Context: an optimization exercise on an open-source flow, tuned for small area. The choices shown serve that exercise and are no tape-out recipe.
Function was checked by simulation only, so behaviour that the tests miss may differ from the original.
Power figures rest on the tool's default switching activity, not on a simulated workload.

===== config.mk =====
export PLATFORM = sky130hd
export DESIGN_NAME = wwvb_core
export DESIGN_NICKNAME = wwvb_core
export VERILOG_FILES = /design/flow/design.v
export SDC_FILE = /design/flow/constraint.sdc
export NUM_CORES = 4
export LEC_CHECK = 0
export CAP_MARGIN = 20
export CORE_MARGIN = 2
export CORE_UTILIZATION = 40
export SLEW_MARGIN = 20

===== constraint.sdc =====
create_clock -name core_clock -period 40.0 [get_ports {clk}]
set_input_delay 8.0000 -clock core_clock [delete_from_list [all_inputs] [get_ports {clk}]]
set_output_delay 8.0000 -clock core_clock [all_outputs]
set_load 0.01 [all_outputs]

===== design.v =====
module wwvb_core (
    input  wire        clk,
    input  wire        rst,           
    input  wire [15:0] cmd,
    input  wire        cmd_valid,
    input  wire [39:0] cal_in,
    output reg  [7:0]  rdata,
    output wire [15:0] period_out,
    output wire [15:0] compare_out,
    output reg         cmd_done
);
    localparam [79:0] T_Z = 80'h003F_FC00_0000_0000_0000;
    localparam [79:0] T_O = 80'h003F_FFFF_FF00_0000_03FF;
    localparam [79:0] T_M = 80'h003F_FFFF_FFFF_FFC0_03FF;
    localparam [21:0] NOMINAL_SCALED = 22'd2133332;
    localparam [21:0] SCALED_MIN     = 22'd2026666;
    localparam [21:0] SCALED_MAX     = 22'd2239998;
    localparam [1:0] SYM_0 = 2'd0, SYM_1 = 2'd1, SYM_M = 2'd2, SYM_NONE = 2'd3;
    localparam [3:0] S_IDLE  = 4'd0,
                     S_POS   = 4'd1,    
                     S_SWEEP = 4'd2,    
                     S_ACQ   = 4'd3,    
                     S_PUSHW = 4'd4,    
                     S_FSC   = 4'd5,    
                     S_FRM   = 4'd6,    
                     S_LEAP  = 4'd7,    
                     S_DISC  = 4'd8,
                     S_MUL   = 4'd9,
                     S_DIV   = 4'd10,
                     S_ADJ   = 4'd11,
                     S_TOD   = 4'd12,
                     S_RD    = 4'd13,
                     S_RDSB  = 4'd14,
                     S_RDST  = 4'd15;
    reg [3:0] state;
    reg [90:0]  hist;            
    reg [3:0]   s1, s2, s5, s6;  
    reg [4:0]   s3, s4;
    reg [3:0]   pos;             
    reg [3:0]   nv;              
    reg         sdir;            
    reg         sfirst;
    reg [6:0]   pv_z, pv_o, pv_m;
    reg [3:0]   pi_z, pi_o, pi_m;
    reg [119:0] stp;             
    reg [5:0]   ph;
    reg         clr;
    reg [1:0]   sym_r;
    reg [5:0]   frame_score;
    reg         mode;
    reg [3:0]   seek_count;
    reg [6:0]   peek_in;
    reg [2:0]   missed;
    reg [3:0]   last_offset;
    reg [15:0]  acc;
    reg [31:0]  tss, tsp;
    reg [21:0]  scaled;
    reg [5:0]   frac_acc;
    reg [15:0]  period;
    reg [5:0]   ticks, seconds, minutes;
    reg [4:0]   hours;
    reg [8:0]   day;
    reg [15:0]  year;
    reg         is_leap_year, has_fix, dec_rej, err, err_op;
    reg [15:0]  err_cmd;
    reg [5:0]   flags;
    reg [1:0]   cal_status;
    reg         lret;            
    reg [53:0]  W;               
    reg [4:0]   cnt;
    assign period_out  = period;
    assign compare_out = period - 16'd1;
    wire [15:0] whole = scaled[21:6];
    wire [5:0]  frac  = scaled[5:0];
    wire [3:0] op = cmd[15:12];
    wire op_tick  = (op == 4'h1);
    wire op_rd    = (op == 4'h2);
    wire op_clrf  = (op == 4'h3);
    wire op_reset = (op == 4'hF);
    wire bad_op   = !(op_tick || op_rd || op_clrf || op_reset);
    wire bad_opnd = ((op_tick || op_reset) && (cmd[11:1] != 11'd0)) ||
                    (op_rd   && (cmd[11:8] != 4'd0)) ||
                    (op_clrf && (cmd[11:6] != 6'd0));
    wire strobe   = (state == S_IDLE) && cmd_valid;
    wire legal    = !(bad_op || bad_opnd);
    wire [7:0]  cal_ver  = cal_in[7:0];
    wire [31:0] cal_sc   = cal_in[39:8];
    wire [33:0] cal_cand = (cal_ver == 8'd1) ? {cal_sc, 2'b00} : {2'b00, cal_sc};
    wire cal_ok = cmd[0] && (cal_ver == 8'd1 || cal_ver == 8'd2) &&
                  (cal_cand >= {12'd0, SCALED_MIN}) && (cal_cand <= {12'd0, SCALED_MAX});
    wire [7:0] ra = rdata;
    wire blank = !has_fix && (ticks > 6'd45);
    wire ra_sb = (ra >= 8'h10 && ra <= 8'h12) ||
                 (ra >= 8'h50 && ra <= 8'h5A) || (ra >= 8'h60 && ra <= 8'h6A) ||
                 (ra >= 8'h70 && ra <= 8'h7A);
    wire ra_st = (ra >= 8'hA0 && ra <= 8'hDB);
    wire [3:0] rd_slot = ra[6] ? ra[3:0] : 4'd0;
    wire [1:0] rd_board = ra[6] ? {ra[5:4] == 2'b11, ra[5:4] == 2'b10} : ra[1:0];
    wire        up  = (state == S_SWEEP) ? sdir :
                      (state == S_RDSB)  ? (pos < rd_slot) :
                      (state == S_POS)   ? (pos >= 4'd6 && pos < 4'd10) : 1'b0;
    wire [3:0]  tix = up ? pos : pos - 4'd1;
    wire [6:0]  tb  = {3'd0, tix};
    wire b0 = hist[tb];
    wire b1 = hist[tb + 7'd10];
    wire b2 = hist[tb + 7'd22];
    wire b3 = hist[tb + 7'd40];
    wire b4 = hist[tb + 7'd58];
    wire b5 = hist[tb + 7'd70];
    wire b6 = hist[tb + 7'd80];
    function [4:0] slide;
        input [4:0] v;
        input       lo, hi, dir_up;
        begin
            if (dir_up) slide = v + {4'd0, hi} - {4'd0, lo};
            else        slide = v + {4'd0, lo} - {4'd0, hi};
        end
    endfunction
    wire [6:0] cz = 7'd68 + {3'd0, s5} - {3'd0, s6} - {3'd0, s1} - {3'd0, s2} - {2'd0, s3} - {2'd0, s4};
    wire [6:0] co = 7'd40 + {3'd0, s1} + {2'd0, s4} + {3'd0, s5} - {3'd0, s2} - {2'd0, s3} - {3'd0, s6};
    wire [6:0] cm = 7'd22 + {3'd0, s1} + {2'd0, s3} + {2'd0, s4} + {3'd0, s5} - {3'd0, s2} - {3'd0, s6};
    wire       wv = (pos < nv);
    wire [6:0] ez = wv ? cz : 7'd0;
    wire [6:0] eo = wv ? co : 7'd0;
    wire [6:0] em = wv ? cm : 7'd0;
    wire [6:0] rd_corr = (rd_board == 2'd0) ? ez : (rd_board == 2'd1) ? eo : em;
    wire qz = pv_z > 7'd69;
    wire qo = pv_o > 7'd69;
    wire qm = pv_m > 7'd69;
    reg       seek_det;
    reg [1:0] seek_sym;
    always @* begin
        seek_det = 1'b0; seek_sym = SYM_NONE;
        if (qz && pi_z == 4'd5)      begin seek_det = 1'b1; seek_sym = SYM_0; end
        else if (qo && pi_o == 4'd5) begin seek_det = 1'b1; seek_sym = SYM_1; end
        else if (qm && pi_m == 4'd5) begin seek_det = 1'b1; seek_sym = SYM_M; end
    end
    reg       sync_det;
    reg [1:0] sync_sym;
    reg [3:0] sync_idx;
    always @* begin
        sync_det = 1'b0; sync_sym = SYM_NONE; sync_idx = 4'd0;
        if (qz && !qo && !qm)      begin sync_det = 1'b1; sync_sym = SYM_0; sync_idx = pi_z; end
        else if (!qz && qo && !qm) begin sync_det = 1'b1; sync_sym = SYM_1; sync_idx = pi_o; end
        else if (!qz && !qo && qm) begin sync_det = 1'b1; sync_sym = SYM_M; sync_idx = pi_m; end
    end
    wire [3:0] sync_off = 4'd5 - sync_idx;    
    wire [1:0] p0 = stp[1:0];
    wire mark_pos = (ph == 6'd0) || (ph == 6'd9) || (ph == 6'd19) || (ph == 6'd29) ||
                    (ph == 6'd39) || (ph == 6'd49) || (ph == 6'd59);
    wire fmatch = mark_pos ? (p0 == SYM_M) : !p0[1];
    wire do_push = (state == S_PUSHW) && (ph == 6'd0) && !clr;
    wire [59:0] sbv;    
    genvar gi;
    generate for (gi = 0; gi < 60; gi = gi + 1) begin : g_sb
        assign sbv[gi] = stp[2 * gi];
    end endgenerate
    wire [2:0] f_mt = {sbv[1], sbv[2], sbv[3]};
    wire [3:0] f_mu = {sbv[5], sbv[6], sbv[7], sbv[8]};
    wire [1:0] f_ht = {sbv[12], sbv[13]};
    wire [3:0] f_hu = {sbv[15], sbv[16], sbv[17], sbv[18]};
    wire [1:0] f_dh = {sbv[22], sbv[23]};
    wire [3:0] f_dt = {sbv[25], sbv[26], sbv[27], sbv[28]};
    wire [3:0] f_du = {sbv[30], sbv[31], sbv[32], sbv[33]};
    wire [3:0] f_yt = {sbv[45], sbv[46], sbv[47], sbv[48]};
    wire [3:0] f_yu = {sbv[50], sbv[51], sbv[52], sbv[53]};
    wire       f_ly = sbv[55];
    wire [6:0]  f_min  = f_mt * 7'd10 + {3'd0, f_mu};
    wire [5:0]  f_hour = f_ht * 6'd10 + {2'd0, f_hu};
    wire [9:0]  f_day  = f_dh * 10'd100 + f_dt * 10'd10 + {6'd0, f_du};
    wire [15:0] f_year = 16'd2000 + f_yt * 16'd10 + {12'd0, f_yu};
    wire f_ok = (f_mu <= 4'd9) && (f_hu <= 4'd9) && (f_dt <= 4'd9) && (f_du <= 4'd9) &&
                (f_yt <= 4'd9) && (f_yu <= 4'd9) && (f_min <= 7'd59) && (f_hour <= 6'd23) &&
                (f_day >= 10'd1) && (f_day <= (f_ly ? 10'd366 : 10'd365));
    wire        mc_frame  = (state == S_FRM);
    wire [5:0]  mc_min_i  = mc_frame ? f_min[5:0]  : minutes;
    wire [4:0]  mc_hour_i = mc_frame ? f_hour[4:0] : hours;
    wire [8:0]  mc_day_i  = mc_frame ? f_day[8:0]  : day;
    wire [15:0] mc_year_i = mc_frame ? f_year      : year;
    wire        mc_leap_i = mc_frame ? f_ly        : is_leap_year;
    wire        min_wrap  = (mc_min_i == 6'd59);
    wire        hour_wrap = min_wrap && (mc_hour_i == 5'd23);
    wire        day_wrap  = hour_wrap && (mc_day_i >= (mc_leap_i ? 9'd366 : 9'd365));
    wire [5:0]  mc_min    = min_wrap ? 6'd0 : mc_min_i + 6'd1;
    wire [4:0]  mc_hour   = hour_wrap ? 5'd0 : min_wrap ? mc_hour_i + 5'd1 : mc_hour_i;
    wire [8:0]  mc_day    = day_wrap ? 9'd1 : hour_wrap ? mc_day_i + 9'd1 : mc_day_i;
    wire [15:0] mc_year   = day_wrap ? mc_year_i + 16'd1 : mc_year_i;
    wire [15:0] acc_abs   = acc[15] ? (16'd0 - acc) : acc;
    wire        disc_fire = (acc_abs > 16'd15) && (tss > 32'd1000);
    wire [33:0] dd        = {2'b00, tss} - {{18{acc[15]}}, acc};    
    wire [34:0] dd2       = {1'b0, dd[32:0], 1'b0};
    wire [22:0] msum      = {1'b0, W[37:16]} + (W[0] ? {1'b0, scaled} : 23'd0);
    wire [34:0] dtrial    = W[52:18];
    wire        dge       = (dtrial >= dd2);
    wire [34:0] ddiff     = dtrial - dd2;
    wire [17:0] dq   = W[17:0];
    wire        dsat = W[18];
    wire        drnz = |W[53:19];
    wire [22:0] lp_up = {1'b0, scaled} + {5'd0, dq};
    wire [18:0] lp_c  = {1'b0, dq} + {18'd0, drnz};
    wire [22:0] lp_dn = {1'b0, scaled} - {4'd0, lp_c};
    reg  [21:0] lp_new;
    always @* begin
        if (dd == 34'd0)                                lp_new = SCALED_MAX;
        else if (dd[33])                                lp_new = SCALED_MIN;
        else if (!acc[15])
            lp_new = (dsat || lp_up > {1'b0, SCALED_MAX}) ? SCALED_MAX : lp_up[21:0];
        else
            lp_new = (dsat || lp_dn < {1'b0, SCALED_MIN}) ? SCALED_MIN : lp_dn[21:0];
    end
    wire [5:0] r25_t = {W[4:0], year[cnt[3:0]]};
    wire [5:0] r25_n = (r25_t >= 6'd25) ? r25_t - 6'd25 : r25_t;
    wire [5:0] cad_acc  = frac_acc + frac;
    wire       cad_long = (cad_acc < frac);
    wire [7:0] ra_st_slot = ra - 8'hA0;
    wire [15:0] compare = period - 16'd1;
    reg [7:0] rd_val;
    always @* begin
        rd_val = 8'h00;
        case (ra)
            8'h00: rd_val = {err, dec_rej, blank, 1'b0, 1'b0, is_leap_year, has_fix, mode};
            8'h01: rd_val = {2'b00, flags};
            8'h02: rd_val = {2'b00, ticks};
            8'h03: rd_val = {2'b00, seconds};
            8'h04: rd_val = {2'b00, minutes};
            8'h05: rd_val = {3'b000, hours};
            8'h06: rd_val = day[7:0];
            8'h07: rd_val = {7'd0, day[8]};
            8'h08: rd_val = year[7:0];
            8'h09: rd_val = year[15:8];
            8'h0A: rd_val = {2'b00, frame_score};
            8'h0B: rd_val = {6'd0, cal_status};
            8'h0C: rd_val = {6'd0, err && !err_op, err && err_op};
            8'h0D: rd_val = err_cmd[7:0];
            8'h0E: rd_val = err_cmd[15:8];
            8'h13: rd_val = {1'b0, pv_z};
            8'h14: rd_val = {4'd0, pi_z};
            8'h15: rd_val = {1'b0, pv_o};
            8'h16: rd_val = {4'd0, pi_o};
            8'h17: rd_val = {1'b0, pv_m};
            8'h18: rd_val = {4'd0, pi_m};
            8'h20: rd_val = {4'd0, seek_count};
            8'h21: rd_val = {1'b0, peek_in};
            8'h22: rd_val = {5'd0, missed};
            8'h23: rd_val = {{4{last_offset[3]}}, last_offset};
            8'h24: rd_val = acc[7:0];
            8'h25: rd_val = acc[15:8];
            8'h26: rd_val = tss[7:0];
            8'h27: rd_val = tss[15:8];
            8'h28: rd_val = tss[23:16];
            8'h29: rd_val = tss[31:24];
            8'h2A: rd_val = tsp[7:0];
            8'h2B: rd_val = tsp[15:8];
            8'h2C: rd_val = tsp[23:16];
            8'h2D: rd_val = tsp[31:24];
            8'h30, 8'h81: rd_val = scaled[7:0];
            8'h31, 8'h82: rd_val = scaled[15:8];
            8'h32, 8'h83: rd_val = {2'b00, scaled[21:16]};
            8'h34: rd_val = whole[7:0];
            8'h35: rd_val = whole[15:8];
            8'h36: rd_val = {2'b00, frac};
            8'h37: rd_val = {2'b00, frac_acc};
            8'h38: rd_val = period[7:0];
            8'h39: rd_val = period[15:8];
            8'h3A: rd_val = compare[7:0];
            8'h3B: rd_val = compare[15:8];
            8'h40: rd_val = hist[7:0];
            8'h41: rd_val = hist[15:8];
            8'h42: rd_val = hist[23:16];
            8'h43: rd_val = hist[31:24];
            8'h44: rd_val = hist[39:32];
            8'h45: rd_val = hist[47:40];
            8'h46: rd_val = hist[55:48];
            8'h47: rd_val = hist[63:56];
            8'h48: rd_val = hist[71:64];
            8'h49: rd_val = hist[79:72];
            8'h80: rd_val = 8'd2;
            8'hE0: rd_val = T_Z[7:0];    8'hE1: rd_val = T_Z[15:8];   8'hE2: rd_val = T_Z[23:16];
            8'hE3: rd_val = T_Z[31:24];  8'hE4: rd_val = T_Z[39:32];  8'hE5: rd_val = T_Z[47:40];
            8'hE6: rd_val = T_Z[55:48];  8'hE7: rd_val = T_Z[63:56];  8'hE8: rd_val = T_Z[71:64];
            8'hE9: rd_val = T_Z[79:72];
            8'hEA: rd_val = T_O[7:0];    8'hEB: rd_val = T_O[15:8];   8'hEC: rd_val = T_O[23:16];
            8'hED: rd_val = T_O[31:24];  8'hEE: rd_val = T_O[39:32];  8'hEF: rd_val = T_O[47:40];
            8'hF0: rd_val = T_O[55:48];  8'hF1: rd_val = T_O[63:56];  8'hF2: rd_val = T_O[71:64];
            8'hF3: rd_val = T_O[79:72];
            8'hF4: rd_val = T_M[7:0];    8'hF5: rd_val = T_M[15:8];   8'hF6: rd_val = T_M[23:16];
            8'hF7: rd_val = T_M[31:24];  8'hF8: rd_val = T_M[39:32];  8'hF9: rd_val = T_M[47:40];
            8'hFA: rd_val = T_M[55:48];  8'hFB: rd_val = T_M[63:56];  8'hFC: rd_val = T_M[71:64];
            8'hFD: rd_val = T_M[79:72];
            default: rd_val = 8'h00;
        endcase
    end
    always @(posedge clk) begin
        stp <= {clr ? SYM_NONE : do_push ? sym_r : p0, stp[119:2]};
        if (rst || (strobe && legal && op_reset)) begin
            ph  <= 6'd0;
            clr <= 1'b1;
        end else begin
            if (do_push)            ph <= 6'd0;
            else if (ph == 6'd59) begin ph <= 6'd0; clr <= 1'b0; end
            else                    ph <= ph + 6'd1;
        end
    end
    task reset_state;
        begin
            hist <= 91'd0;
            s1 <= 4'd0; s2 <= 4'd0; s3 <= 5'd0; s4 <= 5'd0; s5 <= 4'd0; s6 <= 4'd0;
            pos <= 4'd0; nv <= 4'd0;
            pv_z <= 7'd0; pv_o <= 7'd0; pv_m <= 7'd0;
            pi_z <= 4'd0; pi_o <= 4'd0; pi_m <= 4'd0;
            frame_score <= 6'd0;
            mode <= 1'b0;
            seek_count <= 4'd0; peek_in <= 7'd0; missed <= 3'd0; last_offset <= 4'd0;
            acc <= 16'd0; tss <= 32'd0; tsp <= 32'd0;
            frac_acc <= 6'd0;
            ticks <= 6'd0; seconds <= 6'd0; minutes <= 6'd0; hours <= 5'd0;
            day <= 9'd1; year <= 16'd2000;
            is_leap_year <= 1'b0; has_fix <= 1'b0; dec_rej <= 1'b0;
            err <= 1'b0; err_op <= 1'b0; err_cmd <= 16'd0;
            flags <= 6'd0;
            rdata <= 8'd0;
        end
    endtask
    task step;    
        input dir_up;
        begin
            s1 <= slide({1'b0, s1}, b0, b1, dir_up);
            s2 <= slide({1'b0, s2}, b1, b2, dir_up);
            s3 <= slide(s3, b2, b3, dir_up);
            s4 <= slide(s4, b3, b4, dir_up);
            s5 <= slide({1'b0, s5}, b4, b5, dir_up);
            s6 <= slide({1'b0, s6}, b5, b6, dir_up);
            pos <= dir_up ? pos + 4'd1 : pos - 4'd1;
        end
    endtask
    always @(posedge clk) begin
        if (rst) begin
            reset_state;
            scaled     <= NOMINAL_SCALED;
            cal_status <= 2'd0;
            period     <= NOMINAL_SCALED[21:6];
            state      <= S_IDLE;
            cmd_done   <= 1'b0;
        end else begin
            cmd_done <= 1'b0;
            case (state)
                S_IDLE: begin
                    if (cmd_valid) begin
                        if (!legal) begin
                            if (!err) begin
                                err     <= 1'b1;
                                err_op  <= bad_op;
                                err_cmd <= cmd;
                            end
                            cmd_done <= 1'b1;
                        end else if (op_rd) begin
                            rdata <= cmd[7:0];
                            state <= S_RD;
                        end else if (op_clrf) begin
                            flags    <= flags & ~cmd[5:0];
                            cmd_done <= 1'b1;
                        end else if (op_reset) begin
                            reset_state;
                            scaled     <= cal_ok ? cal_cand[21:0] : NOMINAL_SCALED;
                            cal_status <= cal_ok ? cal_ver[1:0] : 2'd0;
                            period     <= cal_ok ? cal_cand[21:6] : NOMINAL_SCALED[21:6];
                            cmd_done   <= 1'b1;
                        end else begin
                            hist <= {hist[89:0], cmd[0]};
                            pos  <= pos + 4'd1;
                            if (nv != 4'd11) nv <= nv + 4'd1;
                            tss  <= tss + 32'd1;
                            tsp  <= tsp + 32'd1;
                            state <= S_POS;
                        end
                    end
                end
                S_POS: begin
                    sfirst <= 1'b1;
                    if (pos >= 4'd6) begin
                        if (pos != 4'd10) step(up);
                        else begin sdir <= 1'b0; state <= S_SWEEP; end
                    end else begin
                        if (pos != 4'd0) step(1'b0);
                        else begin sdir <= 1'b1; state <= S_SWEEP; end
                    end
                end
                S_SWEEP: begin
                    sfirst <= 1'b0;
                    if (sfirst || (sdir ? (ez > pv_z) : (ez >= pv_z))) begin pv_z <= ez; pi_z <= pos; end
                    if (sfirst || (sdir ? (eo > pv_o) : (eo >= pv_o))) begin pv_o <= eo; pi_o <= pos; end
                    if (sfirst || (sdir ? (em > pv_m) : (em >= pv_m))) begin pv_m <= em; pi_m <= pos; end
                    if (sdir ? (pos == 4'd10) : (pos == 4'd0)) state <= S_ACQ;
                    else step(sdir);
                end
                S_ACQ: begin
                    state <= mode ? S_DISC : S_TOD;
                    if (!mode) begin
                        if (seek_det) begin
                            sym_r <= seek_sym;
                            state <= S_PUSHW;
                            seek_count <= seek_count + 4'd1;
                            if (seek_count + 4'd1 >= 4'd10) begin
                                mode        <= 1'b1;
                                peek_in     <= 7'd60;
                                missed      <= 3'd0;
                                last_offset <= 4'd0;
                                acc         <= 16'd0;
                                tss         <= 32'd0;
                                tsp         <= 32'd0;
                            end
                        end
                    end else begin
                        if (peek_in == 7'd1) begin
                            state <= S_PUSHW;
                            if (sync_det) begin
                                sym_r       <= sync_sym;
                                missed      <= 3'd0;
                                last_offset <= sync_off;
                                acc         <= acc + {{12{sync_off[3]}}, sync_off};
                                peek_in     <= 7'd60 + {{3{sync_off[3]}}, sync_off};
                            end else begin
                                sym_r   <= SYM_NONE;
                                missed  <= missed + 3'd1;
                                peek_in <= 7'd60;
                                if (missed + 3'd1 >= 3'd6) begin
                                    mode       <= 1'b0;
                                    seek_count <= 4'd0;
                                end
                            end
                        end else begin
                            peek_in <= peek_in - 7'd1;
                        end
                    end
                end
                S_PUSHW: begin
                    if (do_push) begin
                        frame_score <= 6'd0;
                        state <= S_FSC;
                    end
                end
                S_FSC: begin
                    if (fmatch) frame_score <= frame_score + 6'd1;
                    if (ph == 6'd59) state <= S_FRM;
                end
                S_FRM: begin
                    state <= mode ? S_DISC : S_TOD;
                    if (frame_score == 6'd60) begin
                        flags[0] <= 1'b1;
                        if (f_ok) begin
                            dec_rej      <= 1'b0;
                            minutes      <= mc_min;
                            hours        <= mc_hour;
                            day          <= mc_day;
                            year         <= mc_year;
                            is_leap_year <= mc_leap_i;
                            seconds      <= 6'd0;
                            ticks        <= 6'd14;
                            has_fix      <= 1'b1;
                            if (day_wrap) begin
                                W[4:0] <= 5'd0; cnt <= 5'd15; lret <= 1'b0; state <= S_LEAP;
                            end
                        end else begin
                            dec_rej <= 1'b1;
                        end
                    end
                end
                S_LEAP: begin
                    W[4:0] <= r25_n[4:0];
                    cnt <= cnt - 5'd1;
                    if (cnt == 5'd0) begin
                        is_leap_year <= (year[1:0] == 2'd0) && (r25_n != 6'd0 || year[3:2] == 2'd0);
                        if (lret) begin
                            cmd_done <= 1'b1;
                            state    <= S_IDLE;
                        end else begin
                            state <= mode ? S_DISC : S_TOD;
                        end
                    end
                end
                S_DISC: begin
                    if (tsp >= 32'd500000) begin
                        flags[3] <= 1'b1;
                        tsp      <= 32'd0;
                    end
                    if (disc_fire) begin
                        W   <= {16'd0, acc[15] ? scaled : 22'd0, acc[15] ? ~acc : acc};
                        cnt <= 5'd0;
                        state <= S_MUL;
                    end else begin
                        state <= S_TOD;
                    end
                end
                S_MUL: begin
                    W <= {16'd0, msum, W[15:1]};
                    cnt <= cnt + 5'd1;
                    if (cnt == 5'd15) begin
                        cnt   <= 5'd0;
                        state <= S_DIV;
                    end
                end
                S_DIV: begin
                    W <= {dge ? ddiff : dtrial, W[17:0], dge};
                    cnt <= cnt + 5'd1;
                    if (cnt == 5'd18) state <= S_ADJ;
                end
                S_ADJ: begin
                    if (lp_new != scaled) flags[5] <= 1'b1;
                    scaled <= lp_new;
                    acc    <= 16'd0;
                    tss    <= 32'd0;
                    state  <= S_TOD;
                end
                S_TOD: begin
                    cmd_done <= 1'b1;
                    state    <= S_IDLE;
                    if (ticks == 6'd59) begin
                        ticks    <= 6'd0;
                        flags[1] <= 1'b1;
                        if (seconds == 6'd59) begin
                            seconds  <= 6'd0;
                            flags[2] <= 1'b1;
                            minutes  <= mc_min;
                            hours    <= mc_hour;
                            day      <= mc_day;
                            year     <= mc_year;
                            if (day_wrap) begin
                                W[4:0] <= 5'd0; cnt <= 5'd15; lret <= 1'b1;
                                cmd_done <= 1'b0;
                                state <= S_LEAP;
                            end
                        end else begin
                            seconds <= seconds + 6'd1;
                        end
                    end else begin
                        ticks <= ticks + 6'd1;
                    end
                    flags[4] <= 1'b1;
                    frac_acc <= cad_acc;
                    period   <= whole + {15'd0, cad_long};
                end
                S_RD: begin
                    if (ra_sb)      state <= S_RDSB;
                    else if (ra_st) state <= S_RDST;
                    else begin
                        rdata    <= rd_val;
                        cmd_done <= 1'b1;
                        state    <= S_IDLE;
                    end
                end
                S_RDSB: begin
                    if (pos == rd_slot) begin
                        rdata    <= {1'b0, rd_corr};
                        cmd_done <= 1'b1;
                        state    <= S_IDLE;
                    end else begin
                        step(pos < rd_slot);
                    end
                end
                S_RDST: begin
                    if (!clr && ph == ra_st_slot[5:0]) begin
                        rdata    <= {6'd0, p0};
                        cmd_done <= 1'b1;
                        state    <= S_IDLE;
                    end
                end
                default: state <= S_IDLE;
            endcase
        end
    end
endmodule

===== run.sh =====
#!/bin/bash
# synth_recipe.tcl (not shown) runs the flow's synth.tcl, then flattens the netlist and writes it again
# the make line also repeats each setting of config.mk as NAME=value (left out here)
make -C /OpenROAD-flow-scripts/flow DESIGN_CONFIG=/design/flow/config.mk WORK_HOME=/design/flow/orfs CLKGATE_MAP_FILE= SYNTH_SCRIPT=/design/flow/synth_recipe.tcl finish

==> impl_results.md, run 1 <==
- Outcome: no timing/DRC/antenna violations
- Drt first pass iters: 8
- CTS tree: yes
- Nets@finish: 6,070
- PD cells: ~53 mW/mm^2
- Dpl hpwl: 146.4 mm
- PostCTS Resize Cnt: 0
- Bufs on Longest Clock Path: 3
- Largest stage delay, worst path: roughly 0.74 ns
- Total power: 2629 uW
- HP Class: reg2reg
- Hold path depth: 0
- Worst path cell trace: nor3_1 > nand4_1 > or3_1 > or2_2 > or3b_2 > xnor2_1 > clkdlybuf4s50_1
- CTS buffer count: 73
- Vias/cell: 6.241
- Post-CTS Hold Fix Bufs: 0
- Most used DFF post-synth: dfxtp_1
- Top-area cell type share of the netlist area: a little under a quarter
- Synth Instances: 5,574
- EDFF count, synth: 64
- Worst path bufs/invs: 1
- Cell Area, Synth: 0.04457 mm^2
- Finished Layout Cells: 7,141
- Post-synth top area cell: dfxtp_1
- Final hold vios: 0
- Flop and latch count out of synthesis: 588
- R2R cell count: 22
- Clock Skews: roughly 0.037 ns
- CP arrival: 4.47 ns
- Kind of end point of the critical path: output port
- Fmax: 80.19 MHz
- Final cycle utilization of the critical path: between 30% and 40%
- GRT overflow: 0
- Fraction of registers with async set/reset: 0%
- Post-synthesis sequential area ratio: 27.85%
- Synth top area cells: dfxtp_1 (24%), ha_1 (9.8%), a21oi_1 (5.3%), nor2_1 (4.9%), edfxtp_1 (4.3%)
- Placed insts: approximately 7,000
- Nature of the critical path startpoint: flip-flop
- DR vias: 44,570
- Worst Path Max Fanout: 7
- Gr usage total: 32.31%
- Peak supply drop: 0.05829 mV
- Die ar.: between 0.1 and 0.15 mm^2
- R2R setup slack: 32.74 ns
- Mean Syn Cell Area: 7.996 um^2
- Hold Crit Endpoint: stp[23]$_DFF_P_
- Post-synth cell types: around 100
- Slew Viols, Final: 0
- Post-CTS setup buffers: 0
- Initial core utilization: 40.33%
- Core ar.: 0.1105 mm^2
- Die Y: 337.8 um
- Worst R2R End: W[36]$_DFFE_PP_
- Antenna violations before repair: 15
- Setup CP Type: reg2out
- Clock latency at the later pin of the worst-skew pair: between 0.6 and 0.7 ns
- Largest net degree at the start of global routing: 100
- Routed Antenna Nets: 0
- Die width: 337.8 um
- Required time of the critical path: roughly 32 ns
- Syn Nets: 6,057
- Setup tns final: 0 ns
- Routed WL per cell: between 20 and 30 um
- Area growth syn-to-layout: 11.72%
- Clock transition at path regs: approximately 0.060 ns
- Post-Route WL: 189.2 mm
- PortBufs: 99
- RSZ-0062 raised after global routing: false
- YS warnings: 1
- Leak: 0.01907 uW
- Vias in the first global route: 40,990
- Root Buffer Master: clkbuf_16
- Crit-path leading delay family: simple AND/OR/NAND/NOR gates
- Proportion of layout cells with a drive suffix above 1: 5.827%
- FP Rows: 122
- Reg2reg start: acc[10]$_SDFFE_PP0P_
- Global-route wire length before repair: 274.8 mm
- CP max stage cell: xnor2_1
- Maxcap violations: 0
- CTS H-tree lvls: 3
- GP Congestion: 1.028
- Setup-failing EPs final: 0
- Min-delay src: stp[25]$_DFF_P_
- Clk sink count: approximately 600
- 1st-iter DRT viols: 4,697
- DRC Markers: 0
- Slew HR: 12.68%
- Clock period minus worst slack: 12.47 ns
- Io pins: 100
- Worst slew pin tran: 1.298 ns
-- final cells by class --
cell class                      instances  area [um^2]
Antenna cell                            7        17.52
Timing Repair Buffer                  209         1842
Tap cell                             1488         1862
Clock inverter                         35        375.4
Multi-Input combinational cell       4365        29890
Fill cell                           11190        60730
Sequential cell                       588        12410
Inverter                              350         1314
Clock buffer                           99         2081
-- cells by family (layout without fill, tap and decap cells) --
logic type                 after synthesis  in the layout  share of synthesized area (%)
and+or+nand+nor                       1924           1924                          20.56
buffers and inverters                  621            693                          5.306
DFF                                    588            588                          27.85
AOI/OAI and AO/OA                     1601           1601                          24.19
adders and majority gates              425            425                          13.17
xor gates and xnor gates               300            300                          5.896
other                                    0              7                              0
muxes                                  115            115                          3.026
-- worst max path at each step --
stage,startpoint,end,slack (ns),cells after the start
global placement,cal_in[3],scaled[21]$_SDFFE_PP1P_,27.32,17
global route,cal_in[3],scaled[21]$_SDFFE_PP1P_,27.48,17
detailed placement,cal_in[3],scaled[21]$_SDFFE_PP1P_,27.31,17
floorplan,rst,W[10]$_DFFE_PP_,27.08,5
CTS,period[5]$_SDFFE_PP1P_,compare_out[15],27.69,7
finish,period[5]$_SDFFE_PP1P_,compare_out[15],27.53,7
-- Yosys cell counts (53+ instances only) --
cell type,instances
fa_1,74
a31oi_1,53
clkbuf_1,247
edfxtp_1,64
nor3_1,119
a22oi_1,140
a22o_1,62
mux2i_1,92
ha_1,350
nor2_1,586
a21oi_1,474
a211oi_1,71
nor2b_1,70
inv_1,343
nand2_1,476
dfxtp_1,524
a21o_1,66
nor4_1,67
xor2_1,137
xnor2_1,163
nand4_1,82
a221oi_1,79
nand2b_1,53
o21ai_0,234
nand3_1,241
-- cells in the final DEF (no fill, tap or decap), drive strengths merged, types with 74 or more instances in the layout --
cell type and instances:
nand3 242, o21ai 244, nor2 587, nand4 82, inv 354, xor2 137
ha 350, clkbuf 99, clkdlybuf4s50 98, xnor2 163, buf 111, nand2 477
nor3 120, a221oi 79, a22oi 140, a21oi 474, fa 74, mux2i 93
dfxtp 524
-- layer usage --
metal | vias up | GRT usage, % | wire length [um]
met3 | 507 | 6.241 | 16000
met5 | - | 0 | 77
met4 | 12 | 20.28 | 13000
li1 | 20470 | - | -
met1 | 21590 | 42.19 | 78710
met2 | 1988 | 48.94 | 81400
-- stage by stage --
| step | setup WS (ns) | hold WS (ns) | utilization (%) | cell area [um^2] |
|---|---|---|---|---|
| after floorplan | 27.08 | 0.3096 | - | 44570 |
| final | 27.53 | 0.3232 | 45.05 | 49790 |
| after CTS | 27.69 | 0.3241 | 45.01 | 49740 |
| after global placement | 27.32 | 0.3096 | 42.78 | 47280 |
| after detailed placement | 27.31 | 0.3121 | 42.78 | 47280 |
| after global routing | 27.48 | 0.3276 | 45.04 | 49780 |
-- power breakdown --
| group | switching (uW) | internal (uW) |
|---|---|---|
| clock network | 292 | 396 |
| logic | 788 | 467 |
| registers | 63.0 | 624 |
-- worst register-to-register path, stage by stage, from the launching register on --
cell      delay (ns)
dfxtp_1         0.68
inv_1           0.18
ha_1            0.45
a21oi_1         0.42
o21a_1          0.36
o22ai_1         0.16
a211o_1         0.36
o31ai_2         0.45
nor3_1          0.09
a211oi_1        0.67
inv_1           0.16
ha_1            0.33
and3_1          0.23
nand4_1         0.13
nor2_1          0.08
nand4_1         0.09
nor3b_1         0.38
nand2_1         0.17
o21ai_4         0.55
buf_4           0.48
mux2i_1         0.24
nor2_1          0.08
a221o_1         0.28
-- sequential cells by signal (all words and copies together) (netlist names), 6 cells and up --
signal / cells
stp: 120
ph: 6
W: 54
err_cmd: 16
frame_score: 6
peek_in: 7
acc: 16
seconds: 6
year: 16
pv_o: 7
flags: 6
ticks: 6
pv_z: 7
pv_m: 7
day: 9
minutes: 6
hist: 91
scaled: 22
tsp: 32
tss: 32
rdata: 8
period: 16
frac_acc: 6
==> inputs of run 2 (changes only) <==
--- a/design.v
+++ b/design.v
@@ -33,9 +33,22 @@
                      S_RDSB  = 4'd14,
                      S_RDST  = 4'd15;
     reg [3:0] state;
+    function [36:0] radd;       
+        input [35:0] a, b;
+        input        ci;
+        integer k;
+        reg c;
+        begin
+            c = ci;
+            for (k = 0; k < 36; k = k + 1) begin
+                radd[k] = a[k] ^ b[k] ^ c;
+                c = (a[k] & b[k]) | (c & (a[k] ^ b[k]));
+            end
+            radd[36] = c;
+        end
+    endfunction
     reg [90:0]  hist;            
-    reg [3:0]   s1, s2, s5, s6;  
-    reg [4:0]   s3, s4;
+    reg [6:0]   cz, co, cm;      
     reg [3:0]   pos;             
     reg [3:0]   nv;              
     reg         sdir;            
@@ -69,7 +82,9 @@
     reg [53:0]  W;               
     reg [4:0]   cnt;
     assign period_out  = period;
-    assign compare_out = period - 16'd1;
+    wire [36:0] cmp_r  = radd({20'd0, period}, {20'd0, 16'hFFFF}, 1'b0);
+    wire [15:0] compare = cmp_r[15:0];
+    assign compare_out = compare;
     wire [15:0] whole = scaled[21:6];
     wire [5:0]  frac  = scaled[5:0];
     wire [3:0] op = cmd[15:12];
@@ -86,39 +101,41 @@
     wire [7:0]  cal_ver  = cal_in[7:0];
     wire [31:0] cal_sc   = cal_in[39:8];
     wire [33:0] cal_cand = (cal_ver == 8'd1) ? {cal_sc, 2'b00} : {2'b00, cal_sc};
+    wire [36:0] cal_lo = radd({14'd0, cal_cand[21:0]}, ~{14'd0, SCALED_MIN}, 1'b1);    
+    wire [36:0] cal_hi = radd({14'd0, SCALED_MAX}, ~{14'd0, cal_cand[21:0]}, 1'b1);    
     wire cal_ok = cmd[0] && (cal_ver == 8'd1 || cal_ver == 8'd2) &&
-                  (cal_cand >= {12'd0, SCALED_MIN}) && (cal_cand <= {12'd0, SCALED_MAX});
+                  (cal_cand[33:22] == 12'd0) && cal_lo[36] && cal_hi[36];
     wire [7:0] ra = rdata;
     wire blank = !has_fix && (ticks > 6'd45);
-    wire ra_sb = (ra >= 8'h10 && ra <= 8'h12) ||
-                 (ra >= 8'h50 && ra <= 8'h5A) || (ra >= 8'h60 && ra <= 8'h6A) ||
-                 (ra >= 8'h70 && ra <= 8'h7A);
-    wire ra_st = (ra >= 8'hA0 && ra <= 8'hDB);
+    wire [3:0] ra_h = ra[7:4];
+    wire [3:0] ra_l = ra[3:0];
+    wire ra_sb = ((ra_h == 4'h1) && (ra_l <= 4'h2)) ||
+                 ((ra_h == 4'h5 || ra_h == 4'h6 || ra_h == 4'h7) && (ra_l <= 4'hA));
+    wire ra_st = (ra_h == 4'hA) || (ra_h == 4'hB) || (ra_h == 4'hC) ||
+                 ((ra_h == 4'hD) && (ra_l <= 4'hB));
     wire [3:0] rd_slot = ra[6] ? ra[3:0] : 4'd0;
     wire [1:0] rd_board = ra[6] ? {ra[5:4] == 2'b11, ra[5:4] == 2'b10} : ra[1:0];
     wire        up  = (state == S_SWEEP) ? sdir :
                       (state == S_RDSB)  ? (pos < rd_slot) :
                       (state == S_POS)   ? (pos >= 4'd6 && pos < 4'd10) : 1'b0;
     wire [3:0]  tix = up ? pos : pos - 4'd1;
-    wire [6:0]  tb  = {3'd0, tix};
-    wire b0 = hist[tb];
-    wire b1 = hist[tb + 7'd10];
-    wire b2 = hist[tb + 7'd22];
-    wire b3 = hist[tb + 7'd40];
-    wire b4 = hist[tb + 7'd58];
-    wire b5 = hist[tb + 7'd70];
-    wire b6 = hist[tb + 7'd80];
-    function [4:0] slide;
-        input [4:0] v;
-        input       lo, hi, dir_up;
-        begin
-            if (dir_up) slide = v + {4'd0, hi} - {4'd0, lo};
-            else        slide = v + {4'd0, lo} - {4'd0, hi};
-        end
-    endfunction
-    wire [6:0] cz = 7'd68 + {3'd0, s5} - {3'd0, s6} - {3'd0, s1} - {3'd0, s2} - {2'd0, s3} - {2'd0, s4};
-    wire [6:0] co = 7'd40 + {3'd0, s1} + {2'd0, s4} + {3'd0, s5} - {3'd0, s2} - {2'd0, s3} - {3'd0, s6};
-    wire [6:0] cm = 7'd22 + {3'd0, s1} + {2'd0, s3} + {2'd0, s4} + {3'd0, s5} - {3'd0, s2} - {3'd0, s6};
+    wire [10:0] hw0 = hist[10:0];
+    wire [10:0] hw1 = hist[20:10];
+    wire [10:0] hw2 = hist[32:22];
+    wire [10:0] hw3 = hist[50:40];
+    wire [10:0] hw4 = hist[68:58];
+    wire [10:0] hw5 = hist[80:70];
+    wire [10:0] hw6 = hist[90:80];
+    wire b0 = hw0[tix];
+    wire b1 = hw1[tix];
+    wire b2 = hw2[tix];
+    wire b3 = hw3[tix];
+    wire b4 = hw4[tix];
+    wire b5 = hw5[tix];
+    wire b6 = hw6[tix];
+    wire [6:0] dz = {6'd0, b0} + {5'd0, b5, 1'b0} - {5'd0, b4, 1'b0} - {6'd0, b6};
+    wire [6:0] dro = {5'd0, b1, 1'b0} + {5'd0, b5, 1'b0} - {6'd0, b0} - {5'd0, b3, 1'b0} - {6'd0, b6};
+    wire [6:0] drm = {5'd0, b1, 1'b0} + {5'd0, b5, 1'b0} - {6'd0, b0} - {5'd0, b2, 1'b0} - {6'd0, b6};
     wire       wv = (pos < nv);
     wire [6:0] ez = wv ? cz : 7'd0;
     wire [6:0] eo = wv ? co : 7'd0;
@@ -145,6 +162,7 @@
         else if (!qz && !qo && qm) begin sync_det = 1'b1; sync_sym = SYM_M; sync_idx = pi_m; end
     end
     wire [3:0] sync_off = 4'd5 - sync_idx;    
+    wire [36:0] acc_add = radd({20'd0, acc}, {{32{sync_off[3]}}, sync_off}, 1'b0);
     wire [1:0] p0 = stp[1:0];
     wire mark_pos = (ph == 6'd0) || (ph == 6'd9) || (ph == 6'd19) || (ph == 6'd29) ||
                     (ph == 6'd39) || (ph == 6'd49) || (ph == 6'd59);
@@ -165,13 +183,30 @@
     wire [3:0] f_yt = {sbv[45], sbv[46], sbv[47], sbv[48]};
     wire [3:0] f_yu = {sbv[50], sbv[51], sbv[52], sbv[53]};
     wire       f_ly = sbv[55];
-    wire [6:0]  f_min  = f_mt * 7'd10 + {3'd0, f_mu};
-    wire [5:0]  f_hour = f_ht * 6'd10 + {2'd0, f_hu};
-    wire [9:0]  f_day  = f_dh * 10'd100 + f_dt * 10'd10 + {6'd0, f_du};
-    wire [15:0] f_year = 16'd2000 + f_yt * 16'd10 + {12'd0, f_yu};
-    wire f_ok = (f_mu <= 4'd9) && (f_hu <= 4'd9) && (f_dt <= 4'd9) && (f_du <= 4'd9) &&
-                (f_yt <= 4'd9) && (f_yu <= 4'd9) && (f_min <= 7'd59) && (f_hour <= 6'd23) &&
-                (f_day >= 10'd1) && (f_day <= (f_ly ? 10'd366 : 10'd365));
+    wire [36:0] fm_a = radd({30'd0, f_mt, 3'd0}, {32'd0, f_mt, 1'b0}, 1'b0);
+    wire [36:0] fm_r = radd(fm_a[35:0], {32'd0, f_mu}, 1'b0);
+    wire [36:0] fh_a = radd({31'd0, f_ht, 3'd0}, {33'd0, f_ht, 1'b0}, 1'b0);
+    wire [36:0] fh_r = radd(fh_a[35:0], {32'd0, f_hu}, 1'b0);
+    wire [36:0] fd_a = radd({29'd0, f_dt, 3'd0}, {31'd0, f_dt, 1'b0}, 1'b0);
+    wire [9:0]  f_dh100 = (f_dh == 2'd0) ? 10'd0 : (f_dh == 2'd1) ? 10'd100 :
+                          (f_dh == 2'd2) ? 10'd200 : 10'd300;
+    wire [36:0] fd_b = radd(fd_a[35:0], {32'd0, f_du}, 1'b0);
+    wire [36:0] fd_r = radd(fd_b[35:0], {26'd0, f_dh100}, 1'b0);
+    wire [36:0] fy_a = radd({28'd0, f_yt, 3'd0}, {30'd0, f_yt, 1'b0}, 1'b0);
+    wire [36:0] fy_b = radd(fy_a[35:0], {32'd0, f_yu}, 1'b0);
+    wire [36:0] fy_r = radd(fy_b[35:0], {20'd0, 16'd2000}, 1'b0);
+    wire [6:0]  f_min  = fm_r[6:0];
+    wire [5:0]  f_hour = fh_r[5:0];
+    wire [9:0]  f_day  = fd_r[9:0];
+    wire [15:0] f_year = fy_r[15:0];
+    wire f_dig = (f_mu <= 4'd9) && (f_hu <= 4'd9) && (f_dt <= 4'd9) && (f_du <= 4'd9) &&
+                 (f_yt <= 4'd9) && (f_yu <= 4'd9);
+    wire f_min_ok  = (f_mt <= 3'd5);
+    wire f_hour_ok = (f_ht <= 2'd1) || (f_ht == 2'd2 && f_hu <= 4'd3);
+    wire f_day_nz  = (f_dh != 2'd0) || (f_dt != 4'd0) || (f_du != 4'd0);
+    wire f_day_le  = (f_dh != 2'd3) || (f_dt <= 4'd5) ||
+                     (f_dt == 4'd6 && f_du <= (f_ly ? 4'd6 : 4'd5));
+    wire f_ok = f_dig && f_min_ok && f_hour_ok && f_day_nz && f_day_le;
     wire        mc_frame  = (state == S_FRM);
     wire [5:0]  mc_min_i  = mc_frame ? f_min[5:0]  : minutes;
     wire [4:0]  mc_hour_i = mc_frame ? f_hour[4:0] : hours;
@@ -184,36 +219,48 @@
     wire [5:0]  mc_min    = min_wrap ? 6'd0 : mc_min_i + 6'd1;
     wire [4:0]  mc_hour   = hour_wrap ? 5'd0 : min_wrap ? mc_hour_i + 5'd1 : mc_hour_i;
     wire [8:0]  mc_day    = day_wrap ? 9'd1 : hour_wrap ? mc_day_i + 9'd1 : mc_day_i;
-    wire [15:0] mc_year   = day_wrap ? mc_year_i + 16'd1 : mc_year_i;
-    wire [15:0] acc_abs   = acc[15] ? (16'd0 - acc) : acc;
-    wire        disc_fire = (acc_abs > 16'd15) && (tss > 32'd1000);
-    wire [33:0] dd        = {2'b00, tss} - {{18{acc[15]}}, acc};    
+    wire [36:0] mc_yinc   = radd({20'd0, mc_year_i}, 36'd0, 1'b1);
+    wire [15:0] mc_year   = day_wrap ? mc_yinc[15:0] : mc_year_i;
+    wire        acc_big   = acc[15] ? !((acc[14:4] == 11'h7FF) && (acc[3:0] != 4'd0))
+                                    : (acc[14:4] != 11'd0);
+    wire        disc_fire = acc_big && ((tss[31:10] != 22'd0) || (tss[9:0] > 10'd1000));
+    wire [36:0] tss_i     = radd({4'd0, tss}, 36'd0, 1'b1);
+    wire [36:0] tsp_i     = radd({4'd0, tsp}, 36'd0, 1'b1);
+    wire [31:0] tss_inc   = tss_i[31:0];
+    wire [31:0] tsp_inc   = tsp_i[31:0];
+    wire [36:0] dd_r      = radd({4'd0, tss}, ~{{20{acc[15]}}, acc}, 1'b1);
+    wire [33:0] dd        = dd_r[33:0];    
     wire [34:0] dd2       = {1'b0, dd[32:0], 1'b0};
-    wire [22:0] msum      = {1'b0, W[37:16]} + (W[0] ? {1'b0, scaled} : 23'd0);
+    wire [36:0] msum_r    = radd({14'd0, W[37:16]}, W[0] ? {14'd0, scaled} : 36'd0, 1'b0);
+    wire [22:0] msum      = msum_r[22:0];
     wire [34:0] dtrial    = W[52:18];
-    wire        dge       = (dtrial >= dd2);
-    wire [34:0] ddiff     = dtrial - dd2;
+    wire [36:0] dsub      = radd({1'b0, dtrial}, ~{1'b0, dd2}, 1'b1);
+    wire        dge       = dsub[36];
+    wire [34:0] ddiff     = dsub[34:0];
     wire [17:0] dq   = W[17:0];
     wire        dsat = W[18];
     wire        drnz = |W[53:19];
-    wire [22:0] lp_up = {1'b0, scaled} + {5'd0, dq};
-    wire [18:0] lp_c  = {1'b0, dq} + {18'd0, drnz};
-    wire [22:0] lp_dn = {1'b0, scaled} - {4'd0, lp_c};
+    wire [36:0] lp_s  = acc[15] ? radd({14'd0, scaled}, ~{18'd0, dq}, !drnz)
+                                : radd({14'd0, scaled}, {18'd0, dq}, 1'b0);
+    wire [22:0] lp_v  = lp_s[22:0];       
+    wire [36:0] lp_hi = radd({14'd0, SCALED_MAX}, ~{13'd0, lp_v}, 1'b1);    
+    wire [36:0] lp_lo = radd({13'd0, lp_v}, ~{14'd0, SCALED_MIN}, 1'b1);    
     reg  [21:0] lp_new;
     always @* begin
         if (dd == 34'd0)                                lp_new = SCALED_MAX;
         else if (dd[33])                                lp_new = SCALED_MIN;
         else if (!acc[15])
-            lp_new = (dsat || lp_up > {1'b0, SCALED_MAX}) ? SCALED_MAX : lp_up[21:0];
+            lp_new = (dsat || !lp_hi[36]) ? SCALED_MAX : lp_v[21:0];
         else
-            lp_new = (dsat || lp_dn < {1'b0, SCALED_MIN}) ? SCALED_MIN : lp_dn[21:0];
+            lp_new = (dsat || !lp_lo[36]) ? SCALED_MIN : lp_v[21:0];
     end
     wire [5:0] r25_t = {W[4:0], year[cnt[3:0]]};
     wire [5:0] r25_n = (r25_t >= 6'd25) ? r25_t - 6'd25 : r25_t;
-    wire [5:0] cad_acc  = frac_acc + frac;
-    wire       cad_long = (cad_acc < frac);
-    wire [7:0] ra_st_slot = ra - 8'hA0;
-    wire [15:0] compare = period - 16'd1;
+    wire [36:0] cad_r   = radd({30'd0, frac_acc}, {30'd0, frac}, 1'b0);
+    wire [5:0] cad_acc  = cad_r[5:0];
+    wire       cad_long = cad_r[6];
+    wire [36:0] per_r   = radd({20'd0, whole}, 36'd0, cad_long);
+    wire [5:0] ra_st_slot = {~ra[5], ra[4], ra[3:0]};    
     reg [7:0] rd_val;
     always @* begin
         rd_val = 8'h00;
@@ -304,7 +351,7 @@
     task reset_state;
         begin
             hist <= 91'd0;
-            s1 <= 4'd0; s2 <= 4'd0; s3 <= 5'd0; s4 <= 5'd0; s5 <= 4'd0; s6 <= 4'd0;
+            cz <= 7'd68; co <= 7'd40; cm <= 7'd22;
             pos <= 4'd0; nv <= 4'd0;
             pv_z <= 7'd0; pv_o <= 7'd0; pv_m <= 7'd0;
             pi_z <= 4'd0; pi_o <= 4'd0; pi_m <= 4'd0;
@@ -324,12 +371,9 @@
     task step;    
         input dir_up;
         begin
-            s1 <= slide({1'b0, s1}, b0, b1, dir_up);
-            s2 <= slide({1'b0, s2}, b1, b2, dir_up);
-            s3 <= slide(s3, b2, b3, dir_up);
-            s4 <= slide(s4, b3, b4, dir_up);
-            s5 <= slide({1'b0, s5}, b4, b5, dir_up);
-            s6 <= slide({1'b0, s6}, b5, b6, dir_up);
+            cz <= dir_up ? cz + dz  : cz - dz;
+            co <= dir_up ? co + dro : co - dro;
+            cm <= dir_up ? cm + drm : cm - drm;
             pos <= dir_up ? pos + 4'd1 : pos - 4'd1;
         end
     endtask
@@ -369,8 +413,8 @@
                             hist <= {hist[89:0], cmd[0]};
                             pos  <= pos + 4'd1;
                             if (nv != 4'd11) nv <= nv + 4'd1;
-                            tss  <= tss + 32'd1;
-                            tsp  <= tsp + 32'd1;
+                            tss  <= tss_inc;
+                            tsp  <= tsp_inc;
                             state <= S_POS;
                         end
                     end
@@ -417,7 +461,7 @@
                                 sym_r       <= sync_sym;
                                 missed      <= 3'd0;
                                 last_offset <= sync_off;
-                                acc         <= acc + {{12{sync_off[3]}}, sync_off};
+                                acc         <= acc_add[15:0];
                                 peek_in     <= 7'd60 + {{3{sync_off[3]}}, sync_off};
                             end else begin
                                 sym_r   <= SYM_NONE;
@@ -479,7 +523,7 @@
                     end
                 end
                 S_DISC: begin
-                    if (tsp >= 32'd500000) begin
+                    if ((tsp[31:19] != 13'd0) || (tsp[18:0] >= 19'd500000)) begin
                         flags[3] <= 1'b1;
                         tsp      <= 32'd0;
                     end
@@ -537,7 +581,7 @@
                     end
                     flags[4] <= 1'b1;
                     frac_acc <= cad_acc;
-                    period   <= whole + {15'd0, cad_long};
+                    period   <= per_r[15:0];
                 end
                 S_RD: begin
                     if (ra_sb)      state <= S_RDSB;
@@ -558,7 +602,7 @@
                     end
                 end
                 S_RDST: begin
-                    if (!clr && ph == ra_st_slot[5:0]) begin
+                    if (!clr && ph == ra_st_slot) begin
                         rdata    <= {6'd0, p0};
                         cmd_done <= 1'b1;
                         state    <= S_IDLE;
--- a/config.mk
+++ b/config.mk
@@ -7,5 +7,7 @@
 export LEC_CHECK = 0
 export CAP_MARGIN = 20
 export CORE_MARGIN = 2
-export CORE_UTILIZATION = 40
+export CORE_UTILIZATION = 55
+export CTS_BUF_LIST = sky130_fd_sc_hd__clkbuf_4
+export CTS_CLUSTER_SIZE = 20
 export SLEW_MARGIN = 20
==> impl_results.md, run 2 <==
- Outcome: no timing/DRC/antenna violations (unchanged)
- DR vias: 37,810 (was 44,570)
- Kind of end point of the critical path: flip-flop (was output port)
- Post-synthesis sequential area ratio: 32.22% (was 27.85%)
- Maxcap violations: 0 (unchanged)
- Synth top area cells: dfxtp_1 (27%), fa_1 (8.6%), ha_1 (8.4%), edfxtp_1 (5.0%), nor2_1 (4.9%) (was dfxtp_1 (24%), ha_1 (9.8%), a21oi_1 (5.3%), nor2_1 (4.9%), edfxtp_1 (4.3%))
- Most common cell after layout, fill and taps aside: dfxtp_1 (was nor2_1)
- Routed Antenna Nets: 0 (unchanged)
- Io pins: 100 (unchanged)
- Antenna violations before repair: 8 (was 15)
- Setup CP Type: reg2reg (was reg2out)
- Fraction of registers with async set/reset: 0% (unchanged)
- Most used DFF post-synth: dfxtp_1 (unchanged)
- Initial core utilization: 55.61% (was 40.33%)
- Largest net degree at the start of global routing: 101 (was 100)
- Die ar.: 0.07160 mm^2 (was 0.1141 mm^2)
- Fmax: 63.42 MHz (was 80.19 MHz)
- PortBufs: 99 (unchanged)
- Uppermost layer routed: met5 (unchanged)
- Routed WL per cell: 28.93 um (was 26.49 um)
- Largest stage delay, worst path: 0.58 ns (was 0.74 ns)
- Synth Instances: 4,494 (was 5,574)
- Die Y: 267.6 um (was 337.8 um)
- Syn Nets: 4,973 (was 6,057)
- Post-CTS setup buffers: 0 (unchanged)
- Min-delay src: stp[93]$_DFF_P_ (was stp[25]$_DFF_P_)
- Main combinational cell family by area after synthesis: compound AO/OA/AOI/OAI gates (unchanged)
- Post-synth top area cell: dfxtp_1 (unchanged)
- Final cycle utilization of the critical path: 39.42% (was 31.18%)
- Nets@finish: 5,089 (was 6,070)
- Top-area cell type share of the netlist area: 27.19% (was 23.54%)
- Area fraction in compound gates after synthesis: 21.16% (was 24.19%)
- Register with the most flip-flops: stp (unchanged)
- Top flop regs: stp: 120 flops, hist: 91 flops, W: 54 flops (unchanged)
- Clock latency at the later pin of the worst-skew pair: 1.03 ns (was 0.67 ns)
- Setup-failing EPs final: 0 (unchanged)
- Flop and latch count out of synthesis: 583 (was 588)
- Die width: 267.6 um (was 337.8 um)
- WL met2: 69.62 mm (was 81.40 mm)
- Vias/cell: 6.666 (was 6.241)
- FP Rows: 96 (was 122)
- Commonest cells post-synth: dfxtp_1 (519), nor2_1 (498), nand2_1 (461) (was nor2_1 (586), dfxtp_1 (524), nand2_1 (476))
- GRT overflow: 0 (unchanged)
- Final Instance Area: 0.04235 mm^2 (was 0.04979 mm^2)
- Fill cell count: 6,139 (was 11,190)
- Post-Synth Simple-Gate Area: 19.10% (was 20.56%)
- Final hold vios: 0 (unchanged)
- Peak supply drop: 0.03819 mV (was 0.05829 mV)
- Area occupied by multi-input gates: 0.02391 mm^2 (was 0.02989 mm^2)
- Post-Route WL: 164.1 mm (was 189.2 mm)
- EDFF count, synth: 64 (unchanged)
- Post-CTS Hold Fix Bufs: 0 (unchanged)
- Worst slew pin tran: 1.242 ns (was 1.298 ns)
- DRC Markers: 0 (unchanged)
- Cell Area, Synth: 0.03821 mm^2 (was 0.04457 mm^2)
- WL met1: 62.64 mm (was 78.71 mm)
- Bufs on Longest Clock Path: 3 (unchanged)
- Slew HR: 16.97% (was 12.68%)
- Gr usage total: 45.37% (was 32.31%)
- Core ar.: 0.06871 mm^2 (was 0.1105 mm^2)
- Worst Path Max Fanout: 15 (was 7)
- Pre-CTS setup slack: 24.38 ns (was 27.31 ns)
- Count leader, synth: dfxtp_1 (was nor2_1)
- YS warnings: 1 (unchanged)
- Setup tns final: 0 ns (unchanged)
- Clk sink count: 583 (was 588)
- Root Buffer Master: clkbuf_4 (was clkbuf_16)
- PD cells: 39.66 mW/mm^2 (was 52.81 mW/mm^2)
- Dpl hpwl: 126.6 mm (was 146.4 mm)
- Clock transition at path regs: 0.06 ns (about the same)
- Mean Syn Cell Area: 8.502 um^2 (was 7.996 um^2)
- Slew Viols, Final: 0 (unchanged)
- Max reg flops: 120 (unchanged)
- Synth Area in XOR/XNOR: 2.109% (was 5.896%)
- Most frequent cells in the layout: dfxtp_1 (518), nor2_1 (494), nand2_1 (460) (was nor2_1 (582), dfxtp_1 (524), nand2_1 (476))
- Placed cell area: 0.04030 mm^2 (was 0.04728 mm^2)
- CTS tree: yes (unchanged)
- Post-synth cell types: 96 (was 104)
- RSZ-0062 raised after global routing: false (unchanged)
- Nature of the critical path startpoint: flip-flop (unchanged)
- GP Congestion: 1.106 (was 1.028)
- Reg2reg start: acc[0]$_SDFFE_PP0P_ (was acc[10]$_SDFFE_PP0P_)
- Final worst slack: 24.23 ns (was 27.53 ns)
- Required time of the critical path: 40.91 ns (was 32.00 ns)
- Clock period minus worst slack: 15.77 ns (was 12.47 ns)
- HP Class: reg2reg (unchanged)
- Critical Path Source: acc[0]$_SDFFE_PP0P_ (was period[5]$_SDFFE_PP1P_)
- Area share of fa/ha/maj cells after synthesis: 17.00% (was 13.17%)
- Drt first pass iters: 9 (was 8)
- Clock Skews: 0.06945 ns (was 0.03679 ns)
- CTS buffer count: 158 (was 73)
- Global-route wire length before repair: 236.8 mm (was 274.8 mm)
- Multiplexer share of the synthesized area: 2.914% (was 3.026%)
- 1st-iter DRT viols: 5,710 (was 4,697)
- CP arrival: 16.68 ns (was 4.47 ns)
- Storage element area: 0.01231 mm^2 (was 0.01241 mm^2)
- Proportion of layout cells with a drive suffix above 1: 9.187% (was 5.827%)
- Cell repeated most along the worst path: fa_1
- CTS H-tree lvls: 4 (was 3)
- Met3 wire len: 17.09 mm (was 16.00 mm)
- Vias in the first global route: 35,220 (was 40,990)
- PostCTS Resize Cnt: 0 (unchanged)
- Leak: 0.01666 uW (was 0.01907 uW)
- Area growth syn-to-layout: 10.84% (was 11.72%)
- CP max stage cell: or2_0 (was xnor2_1)
[run 2: path summary, 6_finish.rpt]
check                               end  slack (ns)  depth (start not counted)
setup reg to reg  flags[5]$_SDFFE_PP0P_       24.23                         50
hold / removal          stp[91]$_DFF_P_        0.32                          0
hold reg to reg         stp[91]$_DFF_P_        0.32                          0
setup / recovery  flags[5]$_SDFFE_PP0P_       24.23                         50
[run 2: critical path, delay by kind of cell, from the launching register on]
| kind | cells | cell delay (ns) |
|---|---|---|
| AO/OA/AOI/OAI | 2 | 0.56 |
| buffers and inverters | 7 | 0.68 |
| flip-flops | 1 | 0.45 |
| XOR/XNOR | 1 | 0.11 |
| adder cells (fa/ha/maj) | 33 | 11.73 |
| AND/OR/NAND/NOR | 7 | 2.15 |
[run 2: cells by family (layout without fill, tap and decap cells)]
group | count (synthesis) | after routing
XOR/XNOR | 92 | 92
AO/OA/AOI/OAI | 1189 | 1189
multiplexers | 106 | 106
buffers and inverters | 544 | 785
flip-flops | 583 | 583
adder cells (fa/ha/maj) | 420 | 420
AND/OR/NAND/NOR | 1560 | 1560
other | 0 | 7
[run 2: final cells by class]
type | instances | share of cell area, %
flip-flops and latches | 583 | 29.07
diodes | 7 | 0.04136
repair buffers | 214 | 4.390
multi-input cells | 3367 | 56.47
inverters | 286 | 2.535
clock inverters | 62 | 0.7918
clock buffers | 223 | 3.953
well taps | 931 | 2.750
[run 2: stage by stage]
step / hold WS, ns / total power (uW) / util [%] / instances
2_1_floorplan: 0.3096 / 916.7 / - / 4494
3_3_place_gp: 0.3104 / 1119 / 58.65 / 5380
3_5_place_dp: 0.3121 / 1124 / 58.66 / 5380
4_1_cts: 0.3236 / 1663 / 61.58 / 5665
5_1_grt: 0.3284 / 1735 / 61.63 / 5670
6_report: 0.3214 / 1680 / 61.64 / 5673
[run 2: power by group]
group          switching [uW]  internal, uW
registers                47.1           611
logic                     315           161
clock network             278           268
total                     640          1040
[run 2: metal layers]
metal / GRT usage (%) / vias to the layer above
met5: 0 / -
met1: 57.54 / 18120
met3: 10.24 / 637
li1: - / 16590
met4: 35.39 / 2
met2: 66.78 / 2466
==> inputs of run 3 (changes only) <==
--- a/config.mk
+++ b/config.mk
@@ -7,7 +7,5 @@
 export LEC_CHECK = 0
 export CAP_MARGIN = 20
 export CORE_MARGIN = 2
-export CORE_UTILIZATION = 55
-export CTS_BUF_LIST = sky130_fd_sc_hd__clkbuf_4
-export CTS_CLUSTER_SIZE = 20
+export CORE_UTILIZATION = 40
 export SLEW_MARGIN = 20
==> impl_results.md, run 3 <==
- Setup CP Type: reg2reg (unchanged)
- Mean Syn Cell Area: 8.502 um^2 (unchanged)
- Comb pwr share: 26.6% (was 28.3%)
- Critical Path Source: acc[0]$_SDFFE_PP0P_ (unchanged)
- Commonest cells post-synth: dfxtp_1 (519), nor2_1 (498), nand2_1 (461) (unchanged)
- Reg2reg start: acc[0]$_SDFFE_PP0P_ (unchanged)
- Clk sink count: 583 (unchanged)
- Antenna violations before repair: 8 (unchanged)
- GRT overflow: 0 (unchanged)
- 1st-iter DRT viols: 4,499 (was 5,710)
- Cell repeated most along the worst path: fa_1 (unchanged)
- Util after Layout: 45.58% (was 61.64%)
- YS warnings: 1 (unchanged)
- Die width: 313.1 um (was 267.6 um)
- Post-synth cell types: 96 (unchanged)
- Outcome: no timing/DRC/antenna violations (unchanged)
- Max reg flops: 120 (unchanged)
- Slew HR: 20.72% (was 16.97%)
- Seq pwr share: 36.1% (was 39.2%)
- Bufs on Longest Clock Path: 3 (unchanged)
- Post-synthesis sequential area ratio: 32.22% (unchanged)
- Core ar.: 0.09487 mm^2 (was 0.06871 mm^2)
- CP max stage cell: or4_1 (was or2_0)
- CTS buffer count: 72 (was 158)
- EDFF count, synth: 64 (unchanged)
- Required time of the critical path: 40.55 ns (was 40.91 ns)
- Syn Nets: 4,973 (unchanged)
- Hold WS: 0.3173 ns (was 0.3214 ns)
- Slew Viols, Final: 0 (unchanged)
- Final hold vios: 0 (unchanged)
- CP arrival: 16.06 ns (was 16.68 ns)
- Root Buffer Master: clkbuf_16 (was clkbuf_4)
- R2R cell count: 50 (unchanged)
- Synth Instances: 4,494 (unchanged)
- Die ar.: 0.09801 mm^2 (was 0.07160 mm^2)
- Top-area cell type share of the netlist area: 27.19% (unchanged)
- Largest net degree at the start of global routing: 94 (was 101)
- Count leader, synth: dfxtp_1 (unchanged)
- Setup tns final: 0 ns (unchanged)
- Proportion of layout cells with a drive suffix above 1: 6.782% (was 9.187%)
- DR vias: 36,600 (was 37,810)
- Nature of the critical path startpoint: flip-flop (unchanged)
- DRC Markers: 0 (unchanged)
- Routed WL per cell: 29.12 um (was 28.93 um)
- Kind of end point of the critical path: flip-flop (unchanged)
- Peak supply drop: 0.02624 mV (was 0.03819 mV)
- Cell Area, Synth: 0.03821 mm^2 (unchanged)
- Most used DFF post-synth: dfxtp_1 (unchanged)
- Initial core utilization: 40.28% (was 55.61%)
- Clock period minus worst slack: 15.51 ns (was 15.77 ns)
- Power share of the clock group: 37.2% (was 32.5%)
- Top flop regs: stp: 120 flops, hist: 91 flops, W: 54 flops (unchanged)
- Most frequent cells in the layout: dfxtp_1 (518), nor2_1 (494), nand2_1 (460) (unchanged)
- Post-CTS Hold Fix Bufs: 0 (unchanged)
- HP Class: reg2reg (unchanged)
- FP Rows: 113 (was 96)
- Vias/cell: 6.250 (was 6.666)
- Worst Path Max Fanout: 15 (unchanged)
- Register with the most flip-flops: stp (unchanged)
- Post-synth top area cell: dfxtp_1 (unchanged)
- Hold path depth: 0 (unchanged)
- PortBufs: 99 (unchanged)
- Global-route wire length before repair: 244.9 mm (was 236.8 mm)
- Setup-failing EPs final: 0 (unchanged)
- Die Y: 313.1 um (was 267.6 um)
- CTS tree: yes (unchanged)
- Dpl hpwl: 131.3 mm (was 126.6 mm)
- Worst slew pin tran: 1.185 ns (was 1.242 ns)
- Gr usage total: 34.15% (was 45.37%)
- Post-CTS setup buffers: 0 (unchanged)
- Min-delay src: stp[67]$_DFF_P_ (was stp[93]$_DFF_P_)
- Internal power: 1170 uW (was 1040 uW)
- Vias in the first global route: 34,120 (was 35,220)
- Io pins: 100 (unchanged)
- Synth top area cells: dfxtp_1 (27%), fa_1 (8.6%), ha_1 (8.4%), edfxtp_1 (5.0%), nor2_1 (4.9%) (unchanged)
- Leak: 0.01670 uW (was 0.01666 uW)
- Drt first pass iters: 6 (was 9)
- GP Congestion: 1.052 (was 1.106)
- Area growth syn-to-layout: 13.16% (was 10.84%)
- CTS H-tree lvls: 3 (was 4)
- Post-Route WL: 170.5 mm (was 164.1 mm)
- Largest stage delay, worst path: 0.55 ns (was 0.58 ns)
- Final cycle utilization of the critical path: 38.77% (was 39.42%)
- Fraction of registers with async set/reset: 0% (unchanged)
- Psw: 642.6 uW (was 639.9 uW)
- Routed Antenna Nets: 0 (unchanged)
- Fmax: 64.48 MHz (was 63.42 MHz)
- PostCTS Resize Cnt: 0 (unchanged)
- Clock Skews: 0.03194 ns (was 0.06945 ns)
- Clock latency at the later pin of the worst-skew pair: 0.66 ns (was 1.03 ns)
- R2R setup slack: 24.49 ns (was 24.23 ns)
- Switching share of power: 35.44% (was 38.10%)
- Most common cell after layout, fill and taps aside: dfxtp_1 (unchanged)
- Clock transition at path regs: 0.06 ns (about the same)
- RSZ-0062 raised after global routing: false (unchanged)
- Fill cell count: 9,315 (was 6,139)
- Maxcap violations: 0 (unchanged)
- PD cells: 41.93 mW/mm^2 (was 39.66 mW/mm^2)
- Nets@finish: 5,011 (was 5,089)
- Flop and latch count out of synthesis: 583 (unchanged)
[run 3: cell counts after synthesis]
Identical to the previous run, type by type.
[run 3: cells by family after synthesis]
logic type | synth area share (%)
AOI/OAI and AO/OA | 21.16
xor gates and xnor gates | 2.109
adders and majority gates | 17.00
buffers and inverters | 5.501
DFF | 32.22
muxes | 2.914
and+or+nand+nor | 19.10
[run 3: power by group through the flow]
stage | registers, uW | logic (uW) | clock network (uW)
after floorplan | 647 | 270 | 0
final | 655 | 483 | 675
after detailed placement | 663 | 469 | 0
after CTS | 651 | 471 | 685
after global placement | 663 | 468 | 0
after global routing | 653 | 513 | 708
[run 3: per-stage QoR]
stage	total power, uW	setup slack (ns)	cell area (um^2)	cells
2_1_floorplan	916.7	25.78	38210	4494
3_5_place_dp	1132	24.62	40780	5721
3_3_place_gp	1131	24.72	40770	5721
6_report	1813	24.49	43240	5856
4_1_cts	1807	24.59	43200	5849
5_1_grt	1875	23.82	43230	5851
[run 3: final cells by class]
cell class                      count  area [um^2]  area share, %
Tap cell                         1265         1583          3.661
Inverter                          286         1074          2.483
Clock inverter                     25        327.8         0.7582
Timing Repair Buffer              222         1927          4.456
Clock buffer                      103         2091          4.836
Antenna cell                        5        12.51        0.02894
Multi-Input combinational cell   3367        23910          55.30
Sequential cell                   583        12310          28.48
[run 3: worst paths after layout]
path,end
max,flags[5]$_SDFFE_PP0P_
min reg2reg,stp[65]$_DFF_P_
max reg2reg,flags[5]$_SDFFE_PP0P_
min,stp[65]$_DFF_P_
[run 3: per-layer routing]
layer	part of all wire [%]	GRT usage [%]	wire length (um)
met1	40	43.98	68140
met2	42	50.59	72000
met3	9.8	8.085	16680
met4	8.0	23.51	13680
met5	0.016	0	27
[run 3: worst max-delay path: cells and delay by family (launching register included)]
| family | cells | cell delay (ns) |
|---|---|---|
| adder cells (fa/ha/maj) | 33 | 11.58 |
| AND/OR/NAND/NOR | 7 | 2.01 |
| buffers and inverters | 7 | 0.65 |
| AO/OA/AOI/OAI | 2 | 0.54 |
| flip-flops | 1 | 0.49 |
| XOR/XNOR | 1 | 0.09 |

Check on run 3: ideal ports give 24.492 ns setup slack; a clkbuf_16 on the clock port and buf_2 on the inputs give 24.492 ns; moving port delays by the midpoint clock arrival (0.713 ns) as well gives 24.492 ns.
